What follows belongs to an exercise in optimizing a design on an open flow for small area, a short achievable clock period and few clock cycles; a production flow would make more cautious choices.
Function was checked by simulation only, so behaviour that the tests miss may differ from the original.

## flow/design.v (module list and top-level ports; edited modules follow where they fit)
// module hce_sin_quarter: 138 lines
// module hce_sinq: 334 lines
// module hce_div: 23 lines
// module hce_wmul_ctl: 108 lines
// module hce_wmul: 38 lines
// module hce_ymul: 40 lines
// module hce: 544 lines
module hce (
    input  wire        clk,
    input  wire        rst,
    input  wire        bus_wr,
    input  wire        bus_rd,
    input  wire [7:0]  bus_addr,
    input  wire [31:0] bus_wdata,
    output reg  [31:0] bus_rdata,
    output wire        bus_err,
    output wire        out_valid,
    input  wire        out_ready,
    output wire [15:0] out_data,
    output wire        out_last,
    output wire        irq
);
  // ...
==> flow/flow/run.sh <==
#!/bin/bash
# Own layout flow: the standard ORFS flow (standard.sh, unchanged synthesis), with
# - the timing repair asked to aim 10.5 ns below the 20 ns clock (SETUP_SLACK_MARGIN=10.5) so
#   that it also shortens paths that already meet the clock;
set -euo pipefail
bash standard.sh SETUP_SLACK_MARGIN=10.5 IO_CONSTRAINTS="$PWD/flow/io.tcl" finish > flow_make.log 2>&1
==> flow/flow/io.tcl <==
# All ports on the left edge, so that the bus logic sits next to them.
set_io_pin_constraint -region left:* -pin_names {clk rst bus_wr bus_rd bus_err out_valid out_ready out_last irq bus_addr[0] bus_addr[1] bus_addr[2] bus_addr[3] bus_addr[4] bus_addr[5] bus_addr[6] bus_addr[7] bus_wdata[0] bus_wdata[1] bus_wdata[2] bus_wdata[3] bus_wdata[4] bus_wdata[5] bus_wdata[6] bus_wdata[7] bus_wdata[8] bus_wdata[9] bus_wdata[10] bus_wdata[11] bus_wdata[12] bus_wdata[13] bus_wdata[14] bus_wdata[15] bus_wdata[16] bus_wdata[17] bus_wdata[18] bus_wdata[19] bus_wdata[20] bus_wdata[21] bus_wdata[22] bus_wdata[23] bus_wdata[24] bus_wdata[25] bus_wdata[26] bus_wdata[27] bus_wdata[28] bus_wdata[29] bus_wdata[30] bus_wdata[31] bus_rdata[0] bus_rdata[1] bus_rdata[2] bus_rdata[3] bus_rdata[4] bus_rdata[5] bus_rdata[6] bus_rdata[7] bus_rdata[8] bus_rdata[9] bus_rdata[10] bus_rdata[11] bus_rdata[12] bus_rdata[13] bus_rdata[14] bus_rdata[15] bus_rdata[16] bus_rdata[17] bus_rdata[18] bus_rdata[19] bus_rdata[20] bus_rdata[21] bus_rdata[22] bus_rdata[23] bus_rdata[24] bus_rdata[25] bus_rdata[26] bus_rdata[27] bus_rdata[28] bus_rdata[29] bus_rdata[30] bus_rdata[31] out_data[0] out_data[1] out_data[2] out_data[3] out_data[4] out_data[5] out_data[6] out_data[7] out_data[8] out_data[9] out_data[10] out_data[11] out_data[12] out_data[13] out_data[14] out_data[15]}
==> flow/standard.sh <==
#!/bin/bash
# synth_recipe.tcl (not shown) runs the flow's synth.tcl, then flattens the netlist and writes it again
# the make line also repeats each setting of config.mk as NAME=value (left out here)
make -C /OpenROAD-flow-scripts/flow DESIGN_CONFIG=/design/flow/config.mk WORK_HOME=/design/flow/orfs CLKGATE_MAP_FILE= SYNTH_SCRIPT=/design/flow/synth_recipe.tcl "${@:-finish}"
==> flow/config.mk <==
export PLATFORM = sky130hd
export DESIGN_NAME = hce
export DESIGN_NICKNAME = hce
export VERILOG_FILES = /design/flow/design.v
export SDC_FILE = /design/flow/constraint.sdc
export NUM_CORES = 4
export LEC_CHECK = 0
export ABC_AREA = 1
export CAP_MARGIN = 20
export CORE_MARGIN = 2
export CORE_UTILIZATION = 55
export PLACE_DENSITY = 0.7
export SLEW_MARGIN = 20
export SYNTH_MEMORY_MAX_BITS = 16384
==> flow/constraint.sdc <==
create_clock -name core_clock -period 20.0 [get_ports {clk}]
set_input_delay 4.0000 -clock core_clock [delete_from_list [all_inputs] [get_ports {clk}]]
set_output_delay 4.0000 -clock core_clock [all_outputs]
set_load 0.01 [all_outputs]
==> impl_results.md, run 1 <==
* GR Layer Usage met3 at 15.0%
* FF+latch count, synth at 833
* Clock root cell: clkbuf_16
* Top cells by area, synth: edfxtp_1 17%, fa_1 11%, nand2_1 10%, ha_1 8.7%, dfxtp_1 8.3%
* Yosys cell types at 79
* Initial Utilization at 55.4%
* Placed Area at 88000 sq um
* Setup WS pre-CTS at 7.32 ns
* Sequential cells at 833
* FF-to-FF path depth at 42
* Outcome: finished clean
* Mapped Nets at 12.7k
* Mux cell area share after synthesis at 0.167%
* Synth Area per Inst at 7.37 sq um
* Fin. Hold Viols at 0
* Cell Rows at 144
* Complex-gate fraction of the synthesized area at 16.1%
* Chip Height at 398 um
* Max incr delay on CP at 0.62 ns
* Multi-input combinational area share at 59.6%
* Inverters at 1887
* Buf+Inv Stages, Crit Path at 7
* First-pass GRT wire length at 529 mm
* R2R setup slack at 11.27 ns
* Wire per inst at 26.2 um
* Area delta synth->final at 12.0%
* Max Clock Freq at 94.5 MHz
* Crit path max-delay family: adder cells
* Clock transition at the registers of the reported paths at 0.06 ns
* Crit-path max FO at 6
* Seq area share at 22.4%
* Commonest non-fill, non-tap cell in the layout: nand2_1
* Headroom to the max-slew limit at 6.40%
Testbench counts, summed over its fixed seeds: cycles 12,067.
==> module hce_sinq, before the edit <==
module hce_sinq (
    input  wire [1:0]  cls,      
    input  wire [4:0]  i,
    input  wire [3:0]  fc4,
    output wire [14:0] mag,
    output wire        neg,
    output reg  [3:0]  wk
);
    reg [7:0] p0;                
    reg [5:0] pq;                
    reg [3:0] fn;                
    always @(*) begin
        case (i)
            5'd0: p0 = 8'd225;
            5'd1: p0 = 8'd196;
            5'd2: p0 = 8'd169;
            5'd3: p0 = 8'd144;
            5'd4: p0 = 8'd121;
            5'd5: p0 = 8'd100;
            5'd6: p0 = 8'd81;
            5'd7: p0 = 8'd64;
            5'd8: p0 = 8'd49;
            5'd9: p0 = 8'd36;
            5'd10: p0 = 8'd25;
            5'd11: p0 = 8'd16;
            5'd12: p0 = 8'd9;
            5'd13: p0 = 8'd4;
            5'd14: p0 = 8'd1;
            5'd15: p0 = 8'd0;
            5'd16: p0 = 8'd1;
            5'd17: p0 = 8'd4;
            5'd18: p0 = 8'd9;
            5'd19: p0 = 8'd16;
            5'd20: p0 = 8'd25;
            5'd21: p0 = 8'd36;
            5'd22: p0 = 8'd49;
            5'd23: p0 = 8'd64;
            5'd24: p0 = 8'd81;
            5'd25: p0 = 8'd100;
            5'd26: p0 = 8'd121;
            5'd27: p0 = 8'd144;
            5'd28: p0 = 8'd169;
            5'd29: p0 = 8'd196;
            5'd30: p0 = 8'd225;
            5'd31: p0 = 8'd0;
        endcase
        case (i[2:0])
            3'd0: pq = 6'd57;
            3'd1: pq = 6'd52;
            3'd2: pq = 6'd49;
            3'd3: pq = 6'd48;
            3'd4: pq = 6'd49;
            3'd5: pq = 6'd52;
            3'd6: pq = 6'd57;
            3'd7: pq = 6'd0;
        endcase
        case ({fc4, i[3:0]})
            8'd0: fn = 4'd0;
            8'd1: fn = 4'd0;
            8'd2: fn = 4'd0;
            8'd3: fn = 4'd0;
            8'd4: fn = 4'd0;
            8'd5: fn = 4'd0;
            8'd6: fn = 4'd0;
            8'd7: fn = 4'd0;
            8'd8: fn = 4'd0;
            8'd9: fn = 4'd0;
            8'd10: fn = 4'd0;
            8'd11: fn = 4'd0;
            8'd12: fn = 4'd0;
            8'd13: fn = 4'd0;
            8'd14: fn = 4'd0;
            8'd15: fn = 4'd0;
            8'd16: fn = 4'd1;
            8'd17: fn = 4'd2;
            8'd18: fn = 4'd3;
            8'd19: fn = 4'd4;
            8'd20: fn = 4'd5;
            8'd21: fn = 4'd6;
            8'd22: fn = 4'd7;
            8'd23: fn = 4'd8;
            8'd24: fn = 4'd9;
            8'd25: fn = 4'd10;
            8'd26: fn = 4'd11;
            8'd27: fn = 4'd12;
            8'd28: fn = 4'd13;
            8'd29: fn = 4'd14;
            8'd30: fn = 4'd15;
            8'd31: fn = 4'd0;
            8'd32: fn = 4'd2;
            8'd33: fn = 4'd4;
            8'd34: fn = 4'd6;
            8'd35: fn = 4'd8;
            8'd36: fn = 4'd10;
            8'd37: fn = 4'd12;
            8'd38: fn = 4'd14;
            8'd39: fn = 4'd0;
            8'd40: fn = 4'd2;
            8'd41: fn = 4'd4;
            8'd42: fn = 4'd6;
            8'd43: fn = 4'd8;
            8'd44: fn = 4'd10;
            8'd45: fn = 4'd12;
            8'd46: fn = 4'd14;
            8'd47: fn = 4'd0;
            8'd48: fn = 4'd3;
            8'd49: fn = 4'd6;
            8'd50: fn = 4'd9;
            8'd51: fn = 4'd12;
            8'd52: fn = 4'd15;
            8'd53: fn = 4'd2;
            8'd54: fn = 4'd5;
            8'd55: fn = 4'd8;
            8'd56: fn = 4'd11;
            8'd57: fn = 4'd14;
            8'd58: fn = 4'd1;
            8'd59: fn = 4'd4;
            8'd60: fn = 4'd7;
            8'd61: fn = 4'd10;
            8'd62: fn = 4'd13;
            8'd63: fn = 4'd0;
            8'd64: fn = 4'd4;
            8'd65: fn = 4'd8;
            8'd66: fn = 4'd12;
            8'd67: fn = 4'd0;
            8'd68: fn = 4'd4;
            8'd69: fn = 4'd8;
            8'd70: fn = 4'd12;
            8'd71: fn = 4'd0;
            8'd72: fn = 4'd4;
            8'd73: fn = 4'd8;
            8'd74: fn = 4'd12;
            8'd75: fn = 4'd0;
            8'd76: fn = 4'd4;
            8'd77: fn = 4'd8;
            8'd78: fn = 4'd12;
            8'd79: fn = 4'd0;
            8'd80: fn = 4'd5;
            8'd81: fn = 4'd10;
            8'd82: fn = 4'd15;
            8'd83: fn = 4'd4;
            8'd84: fn = 4'd9;
            8'd85: fn = 4'd14;
            8'd86: fn = 4'd3;
            8'd87: fn = 4'd8;
            8'd88: fn = 4'd13;
            8'd89: fn = 4'd2;
            8'd90: fn = 4'd7;
            8'd91: fn = 4'd12;
            8'd92: fn = 4'd1;
            8'd93: fn = 4'd6;
            8'd94: fn = 4'd11;
            8'd95: fn = 4'd0;
            8'd96: fn = 4'd6;
            8'd97: fn = 4'd12;
            8'd98: fn = 4'd2;
            8'd99: fn = 4'd8;
            8'd100: fn = 4'd14;
            8'd101: fn = 4'd4;
            8'd102: fn = 4'd10;
            8'd103: fn = 4'd0;
            8'd104: fn = 4'd6;
            8'd105: fn = 4'd12;
            8'd106: fn = 4'd2;
            8'd107: fn = 4'd8;
            8'd108: fn = 4'd14;
            8'd109: fn = 4'd4;
            8'd110: fn = 4'd10;
            8'd111: fn = 4'd0;
            8'd112: fn = 4'd7;
            8'd113: fn = 4'd14;
            8'd114: fn = 4'd5;
            8'd115: fn = 4'd12;
            8'd116: fn = 4'd3;
            8'd117: fn = 4'd10;
            8'd118: fn = 4'd1;
            8'd119: fn = 4'd8;
            8'd120: fn = 4'd15;
            8'd121: fn = 4'd6;
            8'd122: fn = 4'd13;
            8'd123: fn = 4'd4;
            8'd124: fn = 4'd11;
            8'd125: fn = 4'd2;
            8'd126: fn = 4'd9;
            8'd127: fn = 4'd0;
            8'd128: fn = 4'd8;
            8'd129: fn = 4'd0;
            8'd130: fn = 4'd8;
            8'd131: fn = 4'd0;
            8'd132: fn = 4'd8;
            8'd133: fn = 4'd0;
            8'd134: fn = 4'd8;
            8'd135: fn = 4'd0;
            8'd136: fn = 4'd8;
            8'd137: fn = 4'd0;
            8'd138: fn = 4'd8;
            8'd139: fn = 4'd0;
            8'd140: fn = 4'd8;
            8'd141: fn = 4'd0;
            8'd142: fn = 4'd8;
            8'd143: fn = 4'd0;
            8'd144: fn = 4'd9;
            8'd145: fn = 4'd2;
            8'd146: fn = 4'd11;
            8'd147: fn = 4'd4;
            8'd148: fn = 4'd13;
            8'd149: fn = 4'd6;
            8'd150: fn = 4'd15;
            8'd151: fn = 4'd8;
            8'd152: fn = 4'd1;
            8'd153: fn = 4'd10;
            8'd154: fn = 4'd3;
            8'd155: fn = 4'd12;
            8'd156: fn = 4'd5;
            8'd157: fn = 4'd14;
            8'd158: fn = 4'd7;
            8'd159: fn = 4'd0;
            8'd160: fn = 4'd10;
            8'd161: fn = 4'd4;
            8'd162: fn = 4'd14;
            8'd163: fn = 4'd8;
            8'd164: fn = 4'd2;
            8'd165: fn = 4'd12;
            8'd166: fn = 4'd6;
            8'd167: fn = 4'd0;
            8'd168: fn = 4'd10;
            8'd169: fn = 4'd4;
            8'd170: fn = 4'd14;
            8'd171: fn = 4'd8;
            8'd172: fn = 4'd2;
            8'd173: fn = 4'd12;
            8'd174: fn = 4'd6;
            8'd175: fn = 4'd0;
            8'd176: fn = 4'd11;
            8'd177: fn = 4'd6;
            8'd178: fn = 4'd1;
            8'd179: fn = 4'd12;
            8'd180: fn = 4'd7;
            8'd181: fn = 4'd2;
            8'd182: fn = 4'd13;
            8'd183: fn = 4'd8;
            8'd184: fn = 4'd3;
            8'd185: fn = 4'd14;
            8'd186: fn = 4'd9;
            8'd187: fn = 4'd4;
            8'd188: fn = 4'd15;
            8'd189: fn = 4'd10;
            8'd190: fn = 4'd5;
            8'd191: fn = 4'd0;
            8'd192: fn = 4'd12;
            8'd193: fn = 4'd8;
            8'd194: fn = 4'd4;
            8'd195: fn = 4'd0;
            8'd196: fn = 4'd12;
            8'd197: fn = 4'd8;
            8'd198: fn = 4'd4;
            8'd199: fn = 4'd0;
            8'd200: fn = 4'd12;
            8'd201: fn = 4'd8;
            8'd202: fn = 4'd4;
            8'd203: fn = 4'd0;
            8'd204: fn = 4'd12;
            8'd205: fn = 4'd8;
            8'd206: fn = 4'd4;
            8'd207: fn = 4'd0;
            8'd208: fn = 4'd13;
            8'd209: fn = 4'd10;
            8'd210: fn = 4'd7;
            8'd211: fn = 4'd4;
            8'd212: fn = 4'd1;
            8'd213: fn = 4'd14;
            8'd214: fn = 4'd11;
            8'd215: fn = 4'd8;
            8'd216: fn = 4'd5;
            8'd217: fn = 4'd2;
            8'd218: fn = 4'd15;
            8'd219: fn = 4'd12;
            8'd220: fn = 4'd9;
            8'd221: fn = 4'd6;
            8'd222: fn = 4'd3;
            8'd223: fn = 4'd0;
            8'd224: fn = 4'd14;
            8'd225: fn = 4'd12;
            8'd226: fn = 4'd10;
            8'd227: fn = 4'd8;
            8'd228: fn = 4'd6;
            8'd229: fn = 4'd4;
            8'd230: fn = 4'd2;
            8'd231: fn = 4'd0;
            8'd232: fn = 4'd14;
            8'd233: fn = 4'd12;
            8'd234: fn = 4'd10;
            8'd235: fn = 4'd8;
            8'd236: fn = 4'd6;
            8'd237: fn = 4'd4;
            8'd238: fn = 4'd2;
            8'd239: fn = 4'd0;
            8'd240: fn = 4'd15;
            8'd241: fn = 4'd14;
            8'd242: fn = 4'd13;
            8'd243: fn = 4'd12;
            8'd244: fn = 4'd11;
            8'd245: fn = 4'd10;
            8'd246: fn = 4'd9;
            8'd247: fn = 4'd8;
            8'd248: fn = 4'd7;
            8'd249: fn = 4'd6;
            8'd250: fn = 4'd5;
            8'd251: fn = 4'd4;
            8'd252: fn = 4'd3;
            8'd253: fn = 4'd2;
            8'd254: fn = 4'd1;
            8'd255: fn = 4'd0;
        endcase
    end
    wire [7:0] ps  = {p0[7:4] + fn, p0[3:0]};
    wire [5:0] pb  = {(cls == 2'd1 ? -pq : pq) + {fn, 2'b00}};
    wire [7:0] ph  = (cls == 2'd0) ? ps : {pb, 2'b00};
    assign neg = ph[7];
    hce_sin_quarter u_tab (.a(ph[6:0]), .q(mag));
    always @(*) begin
        if (cls == 2'd0) begin
            if (i < 5'd8)        wk = {1'b0, i[2:0]};
            else if (i >= 5'd24) wk = {1'b0, ~i[2:0]};
            else                 wk = 4'd8;
        end else begin
            case (i[2:0])
                3'd0, 3'd7: wk = 4'd0;
                3'd1, 3'd6: wk = 4'd4;
                default:    wk = 4'd8;
            endcase
        end
    end
endmodule
==> module hce_wmul_ctl, before the edit <==
module hce_wmul_ctl (
    input  wire [3:0]  wk,
    input  wire        neg,
    output reg  [27:0] sel,
    output reg  [5:0]  inv,
    output reg  [2:0]  nn
);
    always @(*) begin
        sel = 28'd0;
        inv = 6'd0;
        nn  = 3'd0;
        case (wk)
            4'd1: begin
                sel[0] = 1'b1;
                inv[0] = neg ^ 1'b0;
                sel[7] = 1'b1;
                inv[1] = neg ^ 1'b0;
                sel[12] = 1'b1;
                inv[2] = neg ^ 1'b1;
                sel[17] = 1'b1;
                inv[3] = neg ^ 1'b1;
                nn = neg ? 3'd2 : 3'd2;
            end
            4'd2: begin
                sel[1] = 1'b1;
                inv[0] = neg ^ 1'b0;
                sel[8] = 1'b1;
                inv[1] = neg ^ 1'b0;
                sel[14] = 1'b1;
                inv[2] = neg ^ 1'b1;
                sel[20] = 1'b1;
                inv[3] = neg ^ 1'b1;
                sel[23] = 1'b1;
                inv[4] = neg ^ 1'b1;
                sel[26] = 1'b1;
                inv[5] = neg ^ 1'b0;
                nn = neg ? 3'd3 : 3'd3;
            end
            4'd3: begin
                sel[2] = 1'b1;
                inv[0] = neg ^ 1'b0;
                sel[9] = 1'b1;
                inv[1] = neg ^ 1'b0;
                sel[13] = 1'b1;
                inv[2] = neg ^ 1'b1;
                sel[18] = 1'b1;
                inv[3] = neg ^ 1'b0;
                nn = neg ? 3'd3 : 3'd1;
            end
            4'd4: begin
                sel[3] = 1'b1;
                inv[0] = neg ^ 1'b0;
                sel[5] = 1'b1;
                inv[1] = neg ^ 1'b1;
                nn = neg ? 3'd1 : 3'd1;
            end
            4'd5: begin
                sel[4] = 1'b1;
                inv[0] = neg ^ 1'b0;
                sel[11] = 1'b1;
                inv[1] = neg ^ 1'b1;
                sel[16] = 1'b1;
                inv[2] = neg ^ 1'b1;
                sel[21] = 1'b1;
                inv[3] = neg ^ 1'b0;
                sel[24] = 1'b1;
                inv[4] = neg ^ 1'b1;
                sel[27] = 1'b1;
                inv[5] = neg ^ 1'b0;
                nn = neg ? 3'd3 : 3'd3;
            end
            4'd6: begin
                sel[4] = 1'b1;
                inv[0] = neg ^ 1'b0;
                sel[10] = 1'b1;
                inv[1] = neg ^ 1'b1;
                sel[15] = 1'b1;
                inv[2] = neg ^ 1'b1;
                sel[22] = 1'b1;
                inv[3] = neg ^ 1'b0;
                sel[25] = 1'b1;
                inv[4] = neg ^ 1'b0;
                sel[26] = 1'b1;
                inv[5] = neg ^ 1'b0;
                nn = neg ? 3'd4 : 3'd2;
            end
            4'd7: begin
                sel[4] = 1'b1;
                inv[0] = neg ^ 1'b0;
                sel[8] = 1'b1;
                inv[1] = neg ^ 1'b1;
                sel[14] = 1'b1;
                inv[2] = neg ^ 1'b1;
                sel[19] = 1'b1;
                inv[3] = neg ^ 1'b0;
                nn = neg ? 3'd2 : 3'd2;
            end
            4'd8: begin
                sel[4] = 1'b1;
                inv[0] = neg ^ 1'b0;
                sel[6] = 1'b1;
                inv[1] = neg ^ 1'b1;
                nn = neg ? 3'd1 : 3'd1;
            end
            default: ;
        endcase
    end
endmodule
==> module hce_wmul, before the edit <==
module hce_wmul (
    input  wire [14:0] mag,
    input  wire [27:0] sel,
    input  wire [5:0]  inv,
    input  wire [2:0]  nn,
    output wire [31:0] sh
);
    wire [31:0] m = {17'd0, mag};
    wire [31:0] r0 = {32{inv[0]}} ^ (({32{sel[0]}} & (m << 11))
                    | ({32{sel[1]}} & (m << 13))
                    | ({32{sel[2]}} & (m << 14))
                    | ({32{sel[3]}} & (m << 15))
                    | ({32{sel[4]}} & (m << 16)));
    wire [31:0] r1 = {32{inv[1]}} ^ (({32{sel[5]}} & (m << 0))
                    | ({32{sel[6]}} & (m << 1))
                    | ({32{sel[7]}} & (m << 9))
                    | ({32{sel[8]}} & (m << 11))
                    | ({32{sel[9]}} & (m << 12))
                    | ({32{sel[10]}} & (m << 13))
                    | ({32{sel[11]}} & (m << 14)));
    wire [31:0] r2 = {32{inv[2]}} ^ (({32{sel[12]}} & (m << 6))
                    | ({32{sel[13]}} & (m << 8))
                    | ({32{sel[14]}} & (m << 9))
                    | ({32{sel[15]}} & (m << 11))
                    | ({32{sel[16]}} & (m << 12)));
    wire [31:0] r3 = {32{inv[3]}} ^ (({32{sel[17]}} & (m << 1))
                    | ({32{sel[18]}} & (m << 2))
                    | ({32{sel[19]}} & (m << 6))
                    | ({32{sel[20]}} & (m << 7))
                    | ({32{sel[21]}} & (m << 8))
                    | ({32{sel[22]}} & (m << 9)));
    wire [31:0] r4 = {32{inv[4]}} ^ (({32{sel[23]}} & (m << 2))
                    | ({32{sel[24]}} & (m << 3))
                    | ({32{sel[25]}} & (m << 7)));
    wire [31:0] r5 = {32{inv[5]}} ^ (({32{sel[26]}} & (m << 0))
                    | ({32{sel[27]}} & (m << 1)));
    assign sh = r0 + r1 + r2 + r3 + r4 + r5 + {29'd0, nn};
endmodule
==> module hce_ymul, before the edit <==
module hce_ymul (
    input  wire [30:0] x,
    input  wire [3:0]  wk,
    output wire [46:0] y
);
    wire [27:0] sel;
    wire [5:0]  inv;
    wire [2:0]  nn;
    hce_wmul_ctl u_ctl (.wk(wk), .neg(1'b0), .sel(sel), .inv(inv), .nn(nn));
    wire [46:0] m = {16'd0, x};
    wire [46:0] r0 = {47{inv[0]}} ^ (({47{sel[0]}} & (m << 11))
                    | ({47{sel[1]}} & (m << 13))
                    | ({47{sel[2]}} & (m << 14))
                    | ({47{sel[3]}} & (m << 15))
                    | ({47{sel[4]}} & (m << 16)));
    wire [46:0] r1 = {47{inv[1]}} ^ (({47{sel[5]}} & (m << 0))
                    | ({47{sel[6]}} & (m << 1))
                    | ({47{sel[7]}} & (m << 9))
                    | ({47{sel[8]}} & (m << 11))
                    | ({47{sel[9]}} & (m << 12))
                    | ({47{sel[10]}} & (m << 13))
                    | ({47{sel[11]}} & (m << 14)));
    wire [46:0] r2 = {47{inv[2]}} ^ (({47{sel[12]}} & (m << 6))
                    | ({47{sel[13]}} & (m << 8))
                    | ({47{sel[14]}} & (m << 9))
                    | ({47{sel[15]}} & (m << 11))
                    | ({47{sel[16]}} & (m << 12)));
    wire [46:0] r3 = {47{inv[3]}} ^ (({47{sel[17]}} & (m << 1))
                    | ({47{sel[18]}} & (m << 2))
                    | ({47{sel[19]}} & (m << 6))
                    | ({47{sel[20]}} & (m << 7))
                    | ({47{sel[21]}} & (m << 8))
                    | ({47{sel[22]}} & (m << 9)));
    wire [46:0] r4 = {47{inv[4]}} ^ (({47{sel[23]}} & (m << 2))
                    | ({47{sel[24]}} & (m << 3))
                    | ({47{sel[25]}} & (m << 7)));
    wire [46:0] r5 = {47{inv[5]}} ^ (({47{sel[26]}} & (m << 0))
                    | ({47{sel[27]}} & (m << 1)));
    assign y = r0 + r1 + r2 + r3 + r4 + r5 + {44'd0, nn};
endmodule
==> run 2: changes to the inputs <==
--- a/flow/design.v
+++ b/flow/design.v
@@ -131,22 +131,289 @@
             7'd124: q = 15'd3212;
             7'd125: q = 15'd2410;
             7'd126: q = 15'd1608;
             7'd127: q = 15'd804;
             default: q = 15'd0;
         endcase
     end
 endmodule
+module hce_sin_signed (
+    input  wire [7:0]  a,
+    output reg  [15:0] s
+);
+    always @(*) begin
+        case (a)
+            8'd0: s = 16'h0000;
+            8'd1: s = 16'h0324;
+            8'd2: s = 16'h0648;
+            8'd3: s = 16'h096a;
+            8'd4: s = 16'h0c8c;
+            8'd5: s = 16'h0fab;
+            8'd6: s = 16'h12c8;
+            8'd7: s = 16'h15e2;
+            8'd8: s = 16'h18f9;
+            8'd9: s = 16'h1c0b;
+            8'd10: s = 16'h1f1a;
+            8'd11: s = 16'h2223;
+            8'd12: s = 16'h2528;
+            8'd13: s = 16'h2826;
+            8'd14: s = 16'h2b1f;
+            8'd15: s = 16'h2e11;
+            8'd16: s = 16'h30fb;
+            8'd17: s = 16'h33df;
+            8'd18: s = 16'h36ba;
+            8'd19: s = 16'h398c;
+            8'd20: s = 16'h3c56;
+            8'd21: s = 16'h3f17;
+            8'd22: s = 16'h41ce;
+            8'd23: s = 16'h447a;
+            8'd24: s = 16'h471c;
+            8'd25: s = 16'h49b4;
+            8'd26: s = 16'h4c3f;
+            8'd27: s = 16'h4ebf;
+            8'd28: s = 16'h5133;
+            8'd29: s = 16'h539b;
+            8'd30: s = 16'h55f5;
+            8'd31: s = 16'h5842;
+            8'd32: s = 16'h5a82;
+            8'd33: s = 16'h5cb3;
+            8'd34: s = 16'h5ed7;
+            8'd35: s = 16'h60eb;
+            8'd36: s = 16'h62f1;
+            8'd37: s = 16'h64e8;
+            8'd38: s = 16'h66cf;
+            8'd39: s = 16'h68a6;
+            8'd40: s = 16'h6a6d;
+            8'd41: s = 16'h6c23;
+            8'd42: s = 16'h6dc9;
+            8'd43: s = 16'h6f5e;
+            8'd44: s = 16'h70e2;
+            8'd45: s = 16'h7254;
+            8'd46: s = 16'h73b5;
+            8'd47: s = 16'h7504;
+            8'd48: s = 16'h7641;
+            8'd49: s = 16'h776b;
+            8'd50: s = 16'h7884;
+            8'd51: s = 16'h7989;
+            8'd52: s = 16'h7a7c;
+            8'd53: s = 16'h7b5c;
+            8'd54: s = 16'h7c29;
+            8'd55: s = 16'h7ce3;
+            8'd56: s = 16'h7d89;
+            8'd57: s = 16'h7e1d;
+            8'd58: s = 16'h7e9c;
+            8'd59: s = 16'h7f09;
+            8'd60: s = 16'h7f61;
+            8'd61: s = 16'h7fa6;
+            8'd62: s = 16'h7fd8;
+            8'd63: s = 16'h7ff5;
+            8'd64: s = 16'h7fff;
+            8'd65: s = 16'h7ff5;
+            8'd66: s = 16'h7fd8;
+            8'd67: s = 16'h7fa6;
+            8'd68: s = 16'h7f61;
+            8'd69: s = 16'h7f09;
+            8'd70: s = 16'h7e9c;
+            8'd71: s = 16'h7e1d;
+            8'd72: s = 16'h7d89;
+            8'd73: s = 16'h7ce3;
+            8'd74: s = 16'h7c29;
+            8'd75: s = 16'h7b5c;
+            8'd76: s = 16'h7a7c;
+            8'd77: s = 16'h7989;
+            8'd78: s = 16'h7884;
+            8'd79: s = 16'h776b;
+            8'd80: s = 16'h7641;
+            8'd81: s = 16'h7504;
+            8'd82: s = 16'h73b5;
+            8'd83: s = 16'h7254;
+            8'd84: s = 16'h70e2;
+            8'd85: s = 16'h6f5e;
+            8'd86: s = 16'h6dc9;
+            8'd87: s = 16'h6c23;
+            8'd88: s = 16'h6a6d;
+            8'd89: s = 16'h68a6;
+            8'd90: s = 16'h66cf;
+            8'd91: s = 16'h64e8;
+            8'd92: s = 16'h62f1;
+            8'd93: s = 16'h60eb;
+            8'd94: s = 16'h5ed7;
+            8'd95: s = 16'h5cb3;
+            8'd96: s = 16'h5a82;
+            8'd97: s = 16'h5842;
+            8'd98: s = 16'h55f5;
+            8'd99: s = 16'h539b;
+            8'd100: s = 16'h5133;
+            8'd101: s = 16'h4ebf;
+            8'd102: s = 16'h4c3f;
+            8'd103: s = 16'h49b4;
+            8'd104: s = 16'h471c;
+            8'd105: s = 16'h447a;
+            8'd106: s = 16'h41ce;
+            8'd107: s = 16'h3f17;
+            8'd108: s = 16'h3c56;
+            8'd109: s = 16'h398c;
+            8'd110: s = 16'h36ba;
+            8'd111: s = 16'h33df;
+            8'd112: s = 16'h30fb;
+            8'd113: s = 16'h2e11;
+            8'd114: s = 16'h2b1f;
+            8'd115: s = 16'h2826;
+            8'd116: s = 16'h2528;
+            8'd117: s = 16'h2223;
+            8'd118: s = 16'h1f1a;
+            8'd119: s = 16'h1c0b;
+            8'd120: s = 16'h18f9;
+            8'd121: s = 16'h15e2;
+            8'd122: s = 16'h12c8;
+            8'd123: s = 16'h0fab;
+            8'd124: s = 16'h0c8c;
+            8'd125: s = 16'h096a;
+            8'd126: s = 16'h0648;
+            8'd127: s = 16'h0324;
+            8'd128: s = 16'h0000;
+            8'd129: s = 16'hfcdc;
+            8'd130: s = 16'hf9b8;
+            8'd131: s = 16'hf696;
+            8'd132: s = 16'hf374;
+            8'd133: s = 16'hf055;
+            8'd134: s = 16'hed38;
+            8'd135: s = 16'hea1e;
+            8'd136: s = 16'he707;
+            8'd137: s = 16'he3f5;
+            8'd138: s = 16'he0e6;
+            8'd139: s = 16'hdddd;
+            8'd140: s = 16'hdad8;
+            8'd141: s = 16'hd7da;
+            8'd142: s = 16'hd4e1;
+            8'd143: s = 16'hd1ef;
+            8'd144: s = 16'hcf05;
+            8'd145: s = 16'hcc21;
+            8'd146: s = 16'hc946;
+            8'd147: s = 16'hc674;
+            8'd148: s = 16'hc3aa;
+            8'd149: s = 16'hc0e9;
+            8'd150: s = 16'hbe32;
+            8'd151: s = 16'hbb86;
+            8'd152: s = 16'hb8e4;
+            8'd153: s = 16'hb64c;
+            8'd154: s = 16'hb3c1;
+            8'd155: s = 16'hb141;
+            8'd156: s = 16'haecd;
+            8'd157: s = 16'hac65;
+            8'd158: s = 16'haa0b;
+            8'd159: s = 16'ha7be;
+            8'd160: s = 16'ha57e;
+            8'd161: s = 16'ha34d;
+            8'd162: s = 16'ha129;
+            8'd163: s = 16'h9f15;
+            8'd164: s = 16'h9d0f;
+            8'd165: s = 16'h9b18;
+            8'd166: s = 16'h9931;
+            8'd167: s = 16'h975a;
+            8'd168: s = 16'h9593;
+            8'd169: s = 16'h93dd;
+            8'd170: s = 16'h9237;
+            8'd171: s = 16'h90a2;
+            8'd172: s = 16'h8f1e;
+            8'd173: s = 16'h8dac;
+            8'd174: s = 16'h8c4b;
+            8'd175: s = 16'h8afc;
+            8'd176: s = 16'h89bf;
+            8'd177: s = 16'h8895;
+            8'd178: s = 16'h877c;
+            8'd179: s = 16'h8677;
+            8'd180: s = 16'h8584;
+            8'd181: s = 16'h84a4;
+            8'd182: s = 16'h83d7;
+            8'd183: s = 16'h831d;
+            8'd184: s = 16'h8277;
+            8'd185: s = 16'h81e3;
+            8'd186: s = 16'h8164;
+            8'd187: s = 16'h80f7;
+            8'd188: s = 16'h809f;
+            8'd189: s = 16'h805a;
+            8'd190: s = 16'h8028;
+            8'd191: s = 16'h800b;
+            8'd192: s = 16'h8001;
+            8'd193: s = 16'h800b;
+            8'd194: s = 16'h8028;
+            8'd195: s = 16'h805a;
+            8'd196: s = 16'h809f;
+            8'd197: s = 16'h80f7;
+            8'd198: s = 16'h8164;
+            8'd199: s = 16'h81e3;
+            8'd200: s = 16'h8277;
+            8'd201: s = 16'h831d;
+            8'd202: s = 16'h83d7;
+            8'd203: s = 16'h84a4;
+            8'd204: s = 16'h8584;
+            8'd205: s = 16'h8677;
+            8'd206: s = 16'h877c;
+            8'd207: s = 16'h8895;
+            8'd208: s = 16'h89bf;
+            8'd209: s = 16'h8afc;
+            8'd210: s = 16'h8c4b;
+            8'd211: s = 16'h8dac;
+            8'd212: s = 16'h8f1e;
+            8'd213: s = 16'h90a2;
+            8'd214: s = 16'h9237;
+            8'd215: s = 16'h93dd;
+            8'd216: s = 16'h9593;
+            8'd217: s = 16'h975a;
+            8'd218: s = 16'h9931;
+            8'd219: s = 16'h9b18;
+            8'd220: s = 16'h9d0f;
+            8'd221: s = 16'h9f15;
+            8'd222: s = 16'ha129;
+            8'd223: s = 16'ha34d;
+            8'd224: s = 16'ha57e;
+            8'd225: s = 16'ha7be;
+            8'd226: s = 16'haa0b;
+            8'd227: s = 16'hac65;
+            8'd228: s = 16'haecd;
+            8'd229: s = 16'hb141;
+            8'd230: s = 16'hb3c1;
+            8'd231: s = 16'hb64c;
+            8'd232: s = 16'hb8e4;
+            8'd233: s = 16'hbb86;
+            8'd234: s = 16'hbe32;
+            8'd235: s = 16'hc0e9;
+            8'd236: s = 16'hc3aa;
+            8'd237: s = 16'hc674;
+            8'd238: s = 16'hc946;
+            8'd239: s = 16'hcc21;
+            8'd240: s = 16'hcf05;
+            8'd241: s = 16'hd1ef;
+            8'd242: s = 16'hd4e1;
+            8'd243: s = 16'hd7da;
+            8'd244: s = 16'hdad8;
+            8'd245: s = 16'hdddd;
+            8'd246: s = 16'he0e6;
+            8'd247: s = 16'he3f5;
+            8'd248: s = 16'he707;
+            8'd249: s = 16'hea1e;
+            8'd250: s = 16'hed38;
+            8'd251: s = 16'hf055;
+            8'd252: s = 16'hf374;
+            8'd253: s = 16'hf696;
+            8'd254: s = 16'hf9b8;
+            8'd255: s = 16'hfcdc;
+            default: s = 16'd0;
+        endcase
+    end
+endmodule
 module hce_sinq (
     input  wire [1:0]  cls,      
     input  wire [4:0]  i,
     input  wire [3:0]  fc4,
     output wire [14:0] mag,
     output wire        neg,
+    output wire [15:0] raw,      
     output reg  [3:0]  wk
 );
     reg [7:0] p0;                
     reg [5:0] pq;                
     reg [3:0] fn;                
     always @(*) begin
         case (i)
             5'd0: p0 = 8'd225;
@@ -451,16 +718,17 @@
             8'd255: fn = 4'd0;
         endcase
     end
     wire [7:0] ps  = {p0[7:4] + fn, p0[3:0]};
     wire [5:0] pb  = {(cls == 2'd1 ? -pq : pq) + {fn, 2'b00}};
     wire [7:0] ph  = (cls == 2'd0) ? ps : {pb, 2'b00};
     assign neg = ph[7];
     hce_sin_quarter u_tab (.a(ph[6:0]), .q(mag));
+    hce_sin_signed  u_sgn (.a(ph), .s(raw));
     always @(*) begin
         if (cls == 2'd0) begin
             if (i < 5'd8)        wk = {1'b0, i[2:0]};
             else if (i >= 5'd24) wk = {1'b0, ~i[2:0]};
             else                 wk = 4'd8;
         end else begin
             case (i[2:0])
                 3'd0, 3'd7: wk = 4'd0;
@@ -490,199 +758,179 @@
             t     = {1'b0, sh} - {2'b00, d};
             r_out = t[18] ? sh[16:0] : t[16:0];
             z_out = {z_out[13:0], ~t[18]};
         end
     end
 endmodule
 module hce_wmul_ctl (
     input  wire [3:0]  wk,
-    input  wire        neg,
     output reg  [27:0] sel,
-    output reg  [5:0]  inv,
-    output reg  [2:0]  nn
+    output reg  [5:0]  inv
 );
     always @(*) begin
         sel = 28'd0;
         inv = 6'd0;
-        nn  = 3'd0;
         case (wk)
             4'd1: begin
                 sel[0] = 1'b1;
-                inv[0] = neg ^ 1'b0;
                 sel[7] = 1'b1;
-                inv[1] = neg ^ 1'b0;
                 sel[12] = 1'b1;
-                inv[2] = neg ^ 1'b1;
+                inv[2] = 1'b1;
                 sel[17] = 1'b1;
-                inv[3] = neg ^ 1'b1;
-                nn = neg ? 3'd2 : 3'd2;
+                inv[3] = 1'b1;
             end
             4'd2: begin
                 sel[1] = 1'b1;
-                inv[0] = neg ^ 1'b0;
                 sel[8] = 1'b1;
-                inv[1] = neg ^ 1'b0;
                 sel[14] = 1'b1;
-                inv[2] = neg ^ 1'b1;
+                inv[2] = 1'b1;
                 sel[20] = 1'b1;
-                inv[3] = neg ^ 1'b1;
+                inv[3] = 1'b1;
                 sel[23] = 1'b1;
-                inv[4] = neg ^ 1'b1;
+                inv[4] = 1'b1;
                 sel[26] = 1'b1;
-                inv[5] = neg ^ 1'b0;
-                nn = neg ? 3'd3 : 3'd3;
             end
             4'd3: begin
                 sel[2] = 1'b1;
-                inv[0] = neg ^ 1'b0;
                 sel[9] = 1'b1;
-                inv[1] = neg ^ 1'b0;
                 sel[13] = 1'b1;
-                inv[2] = neg ^ 1'b1;
+                inv[2] = 1'b1;
                 sel[18] = 1'b1;
-                inv[3] = neg ^ 1'b0;
-                nn = neg ? 3'd3 : 3'd1;
             end
             4'd4: begin
                 sel[3] = 1'b1;
-                inv[0] = neg ^ 1'b0;
                 sel[5] = 1'b1;
-                inv[1] = neg ^ 1'b1;
-                nn = neg ? 3'd1 : 3'd1;
+                inv[1] = 1'b1;
             end
             4'd5: begin
                 sel[4] = 1'b1;
-                inv[0] = neg ^ 1'b0;
                 sel[11] = 1'b1;
-                inv[1] = neg ^ 1'b1;
+                inv[1] = 1'b1;
                 sel[16] = 1'b1;
-                inv[2] = neg ^ 1'b1;
+                inv[2] = 1'b1;
                 sel[21] = 1'b1;
-                inv[3] = neg ^ 1'b0;
                 sel[24] = 1'b1;
-                inv[4] = neg ^ 1'b1;
+                inv[4] = 1'b1;
                 sel[27] = 1'b1;
-                inv[5] = neg ^ 1'b0;
-                nn = neg ? 3'd3 : 3'd3;
             end
             4'd6: begin
                 sel[4] = 1'b1;
-                inv[0] = neg ^ 1'b0;
                 sel[10] = 1'b1;
-                inv[1] = neg ^ 1'b1;
+                inv[1] = 1'b1;
                 sel[15] = 1'b1;
-                inv[2] = neg ^ 1'b1;
+                inv[2] = 1'b1;
                 sel[22] = 1'b1;
-                inv[3] = neg ^ 1'b0;
                 sel[25] = 1'b1;
-                inv[4] = neg ^ 1'b0;
                 sel[26] = 1'b1;
-                inv[5] = neg ^ 1'b0;
-                nn = neg ? 3'd4 : 3'd2;
             end
             4'd7: begin
                 sel[4] = 1'b1;
-                inv[0] = neg ^ 1'b0;
                 sel[8] = 1'b1;
-                inv[1] = neg ^ 1'b1;
+                inv[1] = 1'b1;
                 sel[14] = 1'b1;
-                inv[2] = neg ^ 1'b1;
+                inv[2] = 1'b1;
                 sel[19] = 1'b1;
-                inv[3] = neg ^ 1'b0;
-                nn = neg ? 3'd2 : 3'd2;
             end
             4'd8: begin
                 sel[4] = 1'b1;
-                inv[0] = neg ^ 1'b0;
                 sel[6] = 1'b1;
-                inv[1] = neg ^ 1'b1;
-                nn = neg ? 3'd1 : 3'd1;
+                inv[1] = 1'b1;
             end
             default: ;
         endcase
     end
 endmodule
 module hce_wmul (
-    input  wire [14:0] mag,
+    input  wire [15:0] raw,
     input  wire [27:0] sel,
     input  wire [5:0]  inv,
-    input  wire [2:0]  nn,
     output wire [31:0] sh
 );
-    wire [31:0] m = {17'd0, mag};
-    wire [31:0] r0 = {32{inv[0]}} ^ (({32{sel[0]}} & (m << 11))
+    wire [31:0] m = {{16{raw[15]}}, raw};
+    wire [31:0] cor = {1'b0, 1'b0, 1'b0, 1'b0, 1'b0, 1'b0, 1'b0, 1'b0, 1'b0, 1'b0, 1'b0, 1'b0, 1'b0, 1'b0, 1'b0, 1'b0, 1'b0, (inv[1] & sel[11]), (inv[1] & sel[10]), (inv[1] & sel[9]) | (inv[2] & sel[16]), (inv[1] & sel[8]) | (inv[2] & sel[15]), 1'b0, (inv[1] & sel[7]) | (inv[2] & sel[14]) | (inv[3] & sel[22]), (inv[2] & sel[13]) | (inv[3] & sel[21]), (inv[3] & sel[20]) | (inv[4] & sel[25]), (inv[2] & sel[12]) | (inv[3] & sel[19]), 1'b0, 1'b0, (inv[4] & sel[24]), (inv[3] & sel[18]) | (inv[4] & sel[23]), (inv[1] & sel[6]) | (inv[3] & sel[17]) | (inv[5] & sel[27]), (inv[1] & sel[5]) | (inv[5] & sel[26])};
+    wire [31:0] r0 = ({32{sel[0]}} & (m << 11))
                     | ({32{sel[1]}} & (m << 13))
                     | ({32{sel[2]}} & (m << 14))
                     | ({32{sel[3]}} & (m << 15))
-                    | ({32{sel[4]}} & (m << 16)));
-    wire [31:0] r1 = {32{inv[1]}} ^ (({32{sel[5]}} & (m << 0))
-                    | ({32{sel[6]}} & (m << 1))
-                    | ({32{sel[7]}} & (m << 9))
-                    | ({32{sel[8]}} & (m << 11))
-                    | ({32{sel[9]}} & (m << 12))
-                    | ({32{sel[10]}} & (m << 13))
-                    | ({32{sel[11]}} & (m << 14)));
-    wire [31:0] r2 = {32{inv[2]}} ^ (({32{sel[12]}} & (m << 6))
-                    | ({32{sel[13]}} & (m << 8))
-                    | ({32{sel[14]}} & (m << 9))
-                    | ({32{sel[15]}} & (m << 11))
-                    | ({32{sel[16]}} & (m << 12)));
-    wire [31:0] r3 = {32{inv[3]}} ^ (({32{sel[17]}} & (m << 1))
-                    | ({32{sel[18]}} & (m << 2))
-                    | ({32{sel[19]}} & (m << 6))
-                    | ({32{sel[20]}} & (m << 7))
-                    | ({32{sel[21]}} & (m << 8))
-                    | ({32{sel[22]}} & (m << 9)));
-    wire [31:0] r4 = {32{inv[4]}} ^ (({32{sel[23]}} & (m << 2))
-                    | ({32{sel[24]}} & (m << 3))
-                    | ({32{sel[25]}} & (m << 7)));
-    wire [31:0] r5 = {32{inv[5]}} ^ (({32{sel[26]}} & (m << 0))
-                    | ({32{sel[27]}} & (m << 1)));
-    assign sh = r0 + r1 + r2 + r3 + r4 + r5 + {29'd0, nn};
+                    | ({32{sel[4]}} & (m << 16)) | cor;
+    wire [31:0] mi1 = m ^ {32{inv[1]}};
+    wire [31:0] r1 = ({32{sel[5]}} & (mi1 << 0))
+                    | ({32{sel[6]}} & (mi1 << 1))
+                    | ({32{sel[7]}} & (mi1 << 9))
+                    | ({32{sel[8]}} & (mi1 << 11))
+                    | ({32{sel[9]}} & (mi1 << 12))
+                    | ({32{sel[10]}} & (mi1 << 13))
+                    | ({32{sel[11]}} & (mi1 << 14));
+    wire [31:0] mi2 = m ^ {32{inv[2]}};
+    wire [31:0] r2 = ({32{sel[12]}} & (mi2 << 6))
+                    | ({32{sel[13]}} & (mi2 << 8))
+                    | ({32{sel[14]}} & (mi2 << 9))
+                    | ({32{sel[15]}} & (mi2 << 11))
+                    | ({32{sel[16]}} & (mi2 << 12));
+    wire [31:0] mi3 = m ^ {32{inv[3]}};
+    wire [31:0] r3 = ({32{sel[17]}} & (mi3 << 1))
+                    | ({32{sel[18]}} & (mi3 << 2))
+                    | ({32{sel[19]}} & (mi3 << 6))
+                    | ({32{sel[20]}} & (mi3 << 7))
+                    | ({32{sel[21]}} & (mi3 << 8))
+                    | ({32{sel[22]}} & (mi3 << 9));
+    wire [31:0] mi4 = m ^ {32{inv[4]}};
+    wire [31:0] r4 = ({32{sel[23]}} & (mi4 << 2))
+                    | ({32{sel[24]}} & (mi4 << 3))
+                    | ({32{sel[25]}} & (mi4 << 7));
+    wire [31:0] mi5 = m ^ {32{inv[5]}};
+    wire [31:0] r5 = ({32{sel[26]}} & (mi5 << 0))
+                    | ({32{sel[27]}} & (mi5 << 1));
+    assign sh = r0 + r1 + r2 + r3 + r4 + r5;
 endmodule
 module hce_ymul (
     input  wire [30:0] x,
     input  wire [3:0]  wk,
     output wire [46:0] y
 );
     wire [27:0] sel;
     wire [5:0]  inv;
-    wire [2:0]  nn;
-    hce_wmul_ctl u_ctl (.wk(wk), .neg(1'b0), .sel(sel), .inv(inv), .nn(nn));
+    hce_wmul_ctl u_ctl (.wk(wk), .sel(sel), .inv(inv));
     wire [46:0] m = {16'd0, x};
-    wire [46:0] r0 = {47{inv[0]}} ^ (({47{sel[0]}} & (m << 11))
+    wire [46:0] cor = {1'b0, 1'b0, 1'b0, 1'b0, 1'b0, 1'b0, 1'b0, 1'b0, 1'b0, 1'b0, 1'b0, 1'b0, 1'b0, 1'b0, 1'b0, 1'b0, 1'b0, 1'b0, 1'b0, 1'b0, 1'b0, 1'b0, 1'b0, 1'b0, 1'b0, 1'b0, 1'b0, 1'b0, 1'b0, 1'b0, 1'b0, 1'b0, (inv[1] & sel[11]), (inv[1] & sel[10]), (inv[1] & sel[9]) | (inv[2] & sel[16]), (inv[1] & sel[8]) | (inv[2] & sel[15]), 1'b0, (inv[1] & sel[7]) | (inv[2] & sel[14]) | (inv[3] & sel[22]), (inv[2] & sel[13]) | (inv[3] & sel[21]), (inv[3] & sel[20]) | (inv[4] & sel[25]), (inv[2] & sel[12]) | (inv[3] & sel[19]), 1'b0, 1'b0, (inv[4] & sel[24]), (inv[3] & sel[18]) | (inv[4] & sel[23]), (inv[1] & sel[6]) | (inv[3] & sel[17]) | (inv[5] & sel[27]), (inv[1] & sel[5]) | (inv[5] & sel[26])};
+    wire [46:0] r0 = ({47{sel[0]}} & (m << 11))
                     | ({47{sel[1]}} & (m << 13))
                     | ({47{sel[2]}} & (m << 14))
                     | ({47{sel[3]}} & (m << 15))
-                    | ({47{sel[4]}} & (m << 16)));
-    wire [46:0] r1 = {47{inv[1]}} ^ (({47{sel[5]}} & (m << 0))
-                    | ({47{sel[6]}} & (m << 1))
-                    | ({47{sel[7]}} & (m << 9))
-                    | ({47{sel[8]}} & (m << 11))
-                    | ({47{sel[9]}} & (m << 12))
-                    | ({47{sel[10]}} & (m << 13))
-                    | ({47{sel[11]}} & (m << 14)));
-    wire [46:0] r2 = {47{inv[2]}} ^ (({47{sel[12]}} & (m << 6))
-                    | ({47{sel[13]}} & (m << 8))
-                    | ({47{sel[14]}} & (m << 9))
-                    | ({47{sel[15]}} & (m << 11))
-                    | ({47{sel[16]}} & (m << 12)));
-    wire [46:0] r3 = {47{inv[3]}} ^ (({47{sel[17]}} & (m << 1))
-                    | ({47{sel[18]}} & (m << 2))
-                    | ({47{sel[19]}} & (m << 6))
-                    | ({47{sel[20]}} & (m << 7))
-                    | ({47{sel[21]}} & (m << 8))
-                    | ({47{sel[22]}} & (m << 9)));
-    wire [46:0] r4 = {47{inv[4]}} ^ (({47{sel[23]}} & (m << 2))
-                    | ({47{sel[24]}} & (m << 3))
-                    | ({47{sel[25]}} & (m << 7)));
-    wire [46:0] r5 = {47{inv[5]}} ^ (({47{sel[26]}} & (m << 0))
-                    | ({47{sel[27]}} & (m << 1)));
-    assign y = r0 + r1 + r2 + r3 + r4 + r5 + {44'd0, nn};
+                    | ({47{sel[4]}} & (m << 16)) | cor;
+    wire [46:0] mi1 = m ^ {47{inv[1]}};
+    wire [46:0] r1 = ({47{sel[5]}} & (mi1 << 0))
+                    | ({47{sel[6]}} & (mi1 << 1))
+                    | ({47{sel[7]}} & (mi1 << 9))
+                    | ({47{sel[8]}} & (mi1 << 11))
+                    | ({47{sel[9]}} & (mi1 << 12))
+                    | ({47{sel[10]}} & (mi1 << 13))
+                    | ({47{sel[11]}} & (mi1 << 14));
+    wire [46:0] mi2 = m ^ {47{inv[2]}};
+    wire [46:0] r2 = ({47{sel[12]}} & (mi2 << 6))
+                    | ({47{sel[13]}} & (mi2 << 8))
+                    | ({47{sel[14]}} & (mi2 << 9))
+                    | ({47{sel[15]}} & (mi2 << 11))
+                    | ({47{sel[16]}} & (mi2 << 12));
+    wire [46:0] mi3 = m ^ {47{inv[3]}};
+    wire [46:0] r3 = ({47{sel[17]}} & (mi3 << 1))
+                    | ({47{sel[18]}} & (mi3 << 2))
+                    | ({47{sel[19]}} & (mi3 << 6))
+                    | ({47{sel[20]}} & (mi3 << 7))
+                    | ({47{sel[21]}} & (mi3 << 8))
+                    | ({47{sel[22]}} & (mi3 << 9));
+    wire [46:0] mi4 = m ^ {47{inv[4]}};
+    wire [46:0] r4 = ({47{sel[23]}} & (mi4 << 2))
+                    | ({47{sel[24]}} & (mi4 << 3))
+                    | ({47{sel[25]}} & (mi4 << 7));
+    wire [46:0] mi5 = m ^ {47{inv[5]}};
+    wire [46:0] r5 = ({47{sel[26]}} & (mi5 << 0))
+                    | ({47{sel[27]}} & (mi5 << 1));
+    assign y = r0 + r1 + r2 + r3 + r4 + r5;
 endmodule
 module hce (
     input  wire        clk,
     input  wire        rst,
     input  wire        bus_wr,
     input  wire        bus_rd,
     input  wire [7:0]  bus_addr,
     input  wire [31:0] bus_wdata,
@@ -795,41 +1043,39 @@
     wire [1:0]  wb_cls   = (bus_wdata[5] == 1'b0) ? 2'd0 : (bus_wdata[3] == 1'b0 ? 2'd1 : 2'd2);
     wire [4:0]  wb_i     = bus_wdata[5] ? {2'b00, bus_wdata[2:0]} : bus_wdata[4:0];
     wire [1:0]  wr_cls   = (waddr[5] == 1'b0) ? 2'd0 : (waddr[3] == 1'b0 ? 2'd1 : 2'd2);
     wire [4:0]  wr_i     = waddr[5] ? {2'b00, waddr[2:0]} : waddr[4:0];
     wire [1:0]  alt_cls  = wd_stale ? wr_cls : i0_cls;
     wire [4:0]  alt_i    = wd_stale ? wr_i : i0_i;
     wire [14:0] wa_mag;
     wire        wa_neg;
+    wire [15:0] wa_raw;
     wire [3:0]  wa_wk;
     hce_sinq u_sin (.cls(bus_wr ? wb_cls : alt_cls), .i(bus_wr ? wb_i : alt_i), .fc4(fc4),
-                    .mag(wa_mag), .neg(wa_neg), .wk(wa_wk));
+                    .mag(wa_mag), .neg(wa_neg), .raw(wa_raw), .wk(wa_wk));
     wire [27:0] wa_sel;
     wire [5:0]  wa_inv;
-    wire [2:0]  wa_nn;
-    hce_wmul_ctl u_wctl (.wk(wa_wk), .neg(wa_neg), .sel(wa_sel), .inv(wa_inv), .nn(wa_nn));
+    hce_wmul_ctl u_wctl (.wk(wa_wk), .sel(wa_sel), .inv(wa_inv));
     wire        wd_en    = waddr_wr || (wd_stale && !bus_wr);
     wire        wd_ready = !wd_stale || wd_en;
-    reg  [14:0] wd_mag;
+    reg  [15:0] wd_raw;
     reg  [27:0] wd_sel;
     reg  [5:0]  wd_inv;
-    reg  [2:0]  wd_nn;
     reg         wd_ok;
     always @(posedge clk) begin
         if (wd_en) begin
-            wd_mag <= wa_mag;
+            wd_raw <= wa_raw;
             wd_sel <= wa_sel;
             wd_inv <= wa_inv;
-            wd_nn  <= wa_nn;
             wd_ok  <= (wa_src[31:6] == 26'd0) && (wa_src[5:4] != 2'b11);
         end
     end
     wire [31:0] wd_sh;
-    hce_wmul u_wmul (.mag(wd_mag), .sel(wd_sel), .inv(wd_inv), .nn(wd_nn), .sh(wd_sh));
+    hce_wmul u_wmul (.raw(wd_raw), .sel(wd_sel), .inv(wd_inv), .sh(wd_sh));
     wire [31:0] wdata   = (wave_valid && wd_ok) ? wd_sh : 32'd0;
     wire [31:0] pk_low  = wave_valid ? peakv(kcode(2'd1, fc4[2:0])) : 32'd0;
     wire [31:0] pk_high = wave_valid ? peakv(kcode(2'd2, fc4[2:0])) : 32'd0;
     wire [31:0] pk_sync = wave_valid ? 32'd2147352578 : 32'd0;
     reg  [7:0]  jj;                
     reg         in_gap;
     reg  [26:0] gcnt;              
     reg         t_v;               
==> impl_results.md, run 2 <==
* GR Layer Usage met3 at 12.3% (was 15.0%)
* Post-synth top flop: edfxtp_1 (unchanged)
* Synth cell count leaders: 2629 x nand2_1, 1817 x inv_1, 949 x a21oi_1, 825 x nor2_1, 772 x o21ai_0 (was 2338 x nand2_1, 1833 x inv_1, 961 x nor2_1, 849 x o21ai_0, 825 x a21oi_1)
* Nature of the critical path startpoint: register (unchanged)
* Global route overflow at 0 (unchanged)
* Minimum clock period at 10.17 ns (was 10.58 ns)
* Htree depth at 3 (unchanged)
* Placed Area at 89700 sq um (was 88000 sq um)
* Met1 usage at 55.9% (was 57.0%)
* Reg-to-reg endpoint: d3_r[3]$_DFFE_PN_ (was d1_r[10]$_DFFE_PN_)
* CTS tree: built (unchanged)
* Cell mode on critical path: nand2_2 (was inv_2)
* Clock latency (worst-skew pair) at 0.84 ns (was 0.77 ns)
* Max reg flops at 47 (unchanged)
* Cts hold-fix bufs at 0 (unchanged)
* Fill cell count at 13.8k (was 13.5k)
* Final setup viols at 0 (unchanged)
* Top Registers: s3_y x47, b_a x33, b_d x33 (unchanged)
* Post-synthesis cell area at 87400 sq um (was 85300 sq um)
* First-pass GRT wire length at 542 mm (was 529 mm)
* Initial Utilization at 55.3% (was 55.4%)
* Most frequent cells in the layout: 2553 x nand2_1, 1747 x inv_1, 907 x a21oi_1, 785 x nor2_1, 721 x o21ai_0 (was 2290 x nand2_1, 1790 x inv_1, 904 x nor2_1, 802 x o21ai_0, 790 x a21oi_1)
* Top-area cell type share of the netlist area at 16.3% (was 16.8%)
* Multi-input logic area at 59400 sq um (was 57000 sq um)
* Crit-path slowest cell: fa_1 (was fa_2)
* Clock net sink count at 844 (was 833)
* Hold Path Sink: s2_kc[1]$_DFFE_PN_ (was t_q[3]$_DFFE_PN_)
* Final Cell Area at 99700 sq um (was 95600 sq um)
* GR peak layer: met2 (unchanged)
* Worst R2R Start: d2_kc[0]$_DFFE_PN_ (was s4_kc[1]$_DFFE_PN_)
* Hold Path Depth at 0 (unchanged)
* DP Wirelength at 276 mm (was 279 mm)
* Total number of vias at 91.4k (was 86.6k)
* Starting DRT DRC Count at 12.6k (was 11.8k)
* Wire per inst at 25.7 um (was 26.2 um)
* Max-slew violations at 0 (unchanged)
* EDFF count, synth at 474 (was 478)
* Hold Crit Class: register to register (unchanged)
* Post-Route WL at 368 mm (was 362 mm)
* FF+latch count, synth at 844 (was 833)
* Max incr delay on CP at 0.54 ns (was 0.62 ns)
* Reg area at 21600 sq um (was 21500 sq um)
* Post-Route Setup TNS at 0 ns (unchanged)
* Chip Height at 403 um (was 398 um)
* Worst-margin pin slew at 1.24 ns (was 1.40 ns)
* Yosys top cell by area: edfxtp_1 (unchanged)
* Synth Area per Inst at 7.26 sq um (was 7.37 sq um)
* Residual DRC count at 0 (unchanged)
* Post-route ant nets at 0 (unchanged)
* Gr usage total at 44.1% (was 44.7%)
* Area delta synth->final at 14.1% (was 12.0%)
* Clock Path Buffers at 3 (unchanged)
* Number of global-route vias before repair at 86.6k (was 83.1k)
* Crit-path max FO at 7 (was 6)
* Core area at 158000 sq um (was 154000 sq um)
* Critical Path AT at 6.17 ns (was 6.58 ns)
* Fraction of registers with async set/reset at 0% (unchanged)
* Commonest non-fill, non-tap cell in the layout: nand2_1 (unchanged)
* Fin. Hold Viols at 0 (unchanged)
* Layout cells sized above 1 at 10.6% (was 9.20%)
* FF-to-FF path depth at 39 (was 42)
* Seq/Total Area, Yosys at 24.8% (was 25.1%)
* # Max-Cap Violations at 0 (unchanged)
* GR Util met2 at 65.8% (was 66.6%)
* Cell Rows at 146 (was 144)
* Final worst-path cycle share at 50.9% (was 52.9%)
* Headroom to the max-slew limit at 17.2% (was 6.40%)
* Critical Path End Type: output pin (unchanged)
* Reg with most FFs: s3_y (unchanged)
* Worst Path Required at 16.00 ns (about the same)
* GP Congestion at 1.07 (was 1.06)
* Die Wd at 403 um (was 398 um)
* DRT Pass-1 Iters at 12 (was 8)
* I/O Pins at 97 (unchanged)
* R2R setup slack at 11.20 ns (was 11.27 ns)
* Worst Skew at 0.110 ns (was 0.0840 ns)
* Initial antenna violation count at 11 (was 43)
* WS Path Type: register to output pin (unchanged)
* Ys Warns at 6 (was 5)
* Via/cell ratio at 6.39 (was 6.27)
* Yosys cell types at 83 (was 79)
* Largest net degree at the start of global routing at 101 (was 179)
* Total CTS buffers at 99 (was 98)
* Port bufs at 96 (unchanged)
* Cell with the most instances after synthesis: nand2_1 (unchanged)
* Outcome: finished clean (unchanged)
* Clock root cell: clkbuf_16 (unchanged)
* Cells after Synth at 12.0k (was 11.6k)
* Max Clock Freq at 98.3 MHz (was 94.5 MHz)
* Top cells by area, synth: edfxtp_1 16%, nand2_1 11%, fa_1 11%, dfxtp_1 8.5%, ha_1 8.1% (was edfxtp_1 17%, fa_1 11%, nand2_1 10%, ha_1 8.7%, dfxtp_1 8.3%)
* Fin nets at 13.2k (was 12.8k)
* Mapped Nets at 13.1k (was 12.7k)
* Clock transition at the registers of the reported paths at 0.08 ns (was 0.06 ns)
* HP Start: s1_kc[1]$_DFFE_PN_ (was d4_z[0]$_DFFE_PN_)
* RSZ-0062 raised after global routing: true (unchanged)
* Die area at 162000 sq um (was 158000 sq um)
[run 2: worst max path at each step]
stage | end | cells after the start | start | slack, ns
CTS | bus_rdata[31] | 33 | u_wmul.inv[1]$_DFFE_PP_ | 9.91
floorplan | bus_rdata[18] | 11 | bus_addr[6] | 10.50
global placement | bus_rdata[18] | 12 | bus_addr[6] | 7.80
finish | bus_rdata[31] | 32 | u_wmul.inv[1]$_DFFE_PP_ | 9.83
detailed placement | bus_rdata[20] | 12 | bus_addr[6] | 7.89
global route | bus_rdata[31] | 32 | u_wmul.inv[3]$_SDFFCE_PP0P_ | 9.68
[run 2: stage by stage]
step	worst slack [ns]	std cells	hold slack (ns)	util (%)
3_3_place_gp	7.80	13790	0.402	56.8
3_5_place_dp	7.89	13790	0.405	56.8
4_1_cts	9.91	14207	0.399	61.9
6_report	9.83	14304	0.406	63.1
5_1_grt	9.68	14302	0.421	63.1
2_1_floorplan	10.50	12035	0.400	-
[run 2: cell families after synthesis]
kind of cell	count (synthesis)	synth area share, %
multiplexers	10	0.117
adder cells (fa/ha/maj)	1040	18.9
buffers and inverters	2418	10.6
XOR/XNOR	498	5.01
AO/OA/AOI/OAI	2909	20.0
AND/OR/NAND/NOR	4316	20.5
flip-flops	844	24.8
[run 2: layout make-up]
cell class / instances / area share, %
Antenna cell: 2 / 0.00502
Clock inverter: 59 / 0.805
Multi-Input combinational cell: 8773 / 59.6
Timing Repair Buffer: 531 / 5.11
Inverter: 1885 / 7.33
Timing Repair inverter: 10 / 0.109
Clock buffer: 128 / 2.75
Tap cell: 2072 / 2.60
Sequential cell: 844 / 21.7
[run 2: layer usage]
metal | routed length [um] | part of all wire [%]
met5 | 79 | 0.021
met3 | 45700 | 12
met1 | 137000 | 37
met2 | 154000 | 42
met4 | 31500 | 8.5
[run 2: worst max-delay path: cells and delay by family, from the launching register on]
kind	cells	cell delay, ns
buffers and inverters	8	0.77
and+or+nand+nor	13	1.25
DFF	1	0.49
adders and majority gates	4	1.86
AOI/OAI and AO/OA	7	0.95
[run 2: what timing repair did]
| item | CTS | global route |
|---|---|---|
| gates cloned | 21 | 4 |
| resized for setup | 758 | 256 |
| pin swaps | 137 | 128 |
| buffers inserted | 209 | 90 |
| setup endpoints to repair | 211 | 209 |
Testbench counts of run 2, summed over its fixed seeds: cycles 12,067.

==> static timing again, ports no longer ideal <==
The results above use ideal ports. As a check the final layouts listed here were re-extracted and re-timed, cells and wires unchanged.
Step 1 (the two cells are an assumption about what drives the block):
set clk [get_ports {clk}]
set_driving_cell -lib_cell sky130_fd_sc_hd__clkbuf_16 $clk
set_driving_cell -lib_cell sky130_fd_sc_hd__buf_2 [delete_from_list [all_inputs] $clk]
Step 2 times the ports against the registers' clock, not the clock port: input delays grow and output delays shrink by t, the midpoint of the rising clock arrivals with the driver on.
Three values: ideal, step 1, step 2; two values: the first two.
run | t (ns) | setup slack, ns | hold WS [ns] | worst slew at a driven data input, ns | cell pins on the clock port's net
run 1 | 0.826 | 9.416 / 9.325 / 9.788 | 0.414 / 0.414 / 0.414 | 0.11 | 1
run 2 | 0.877 | 9.827 / 9.735 / 9.711 | 0.406 / 0.406 / 0.406 | 0.12 | 1
After both steps setup and hold are still met in every run listed. For run 2, which loses most, drivers alone change the setup slack by -0.092 ns; drivers and shift together by -0.116 ns.
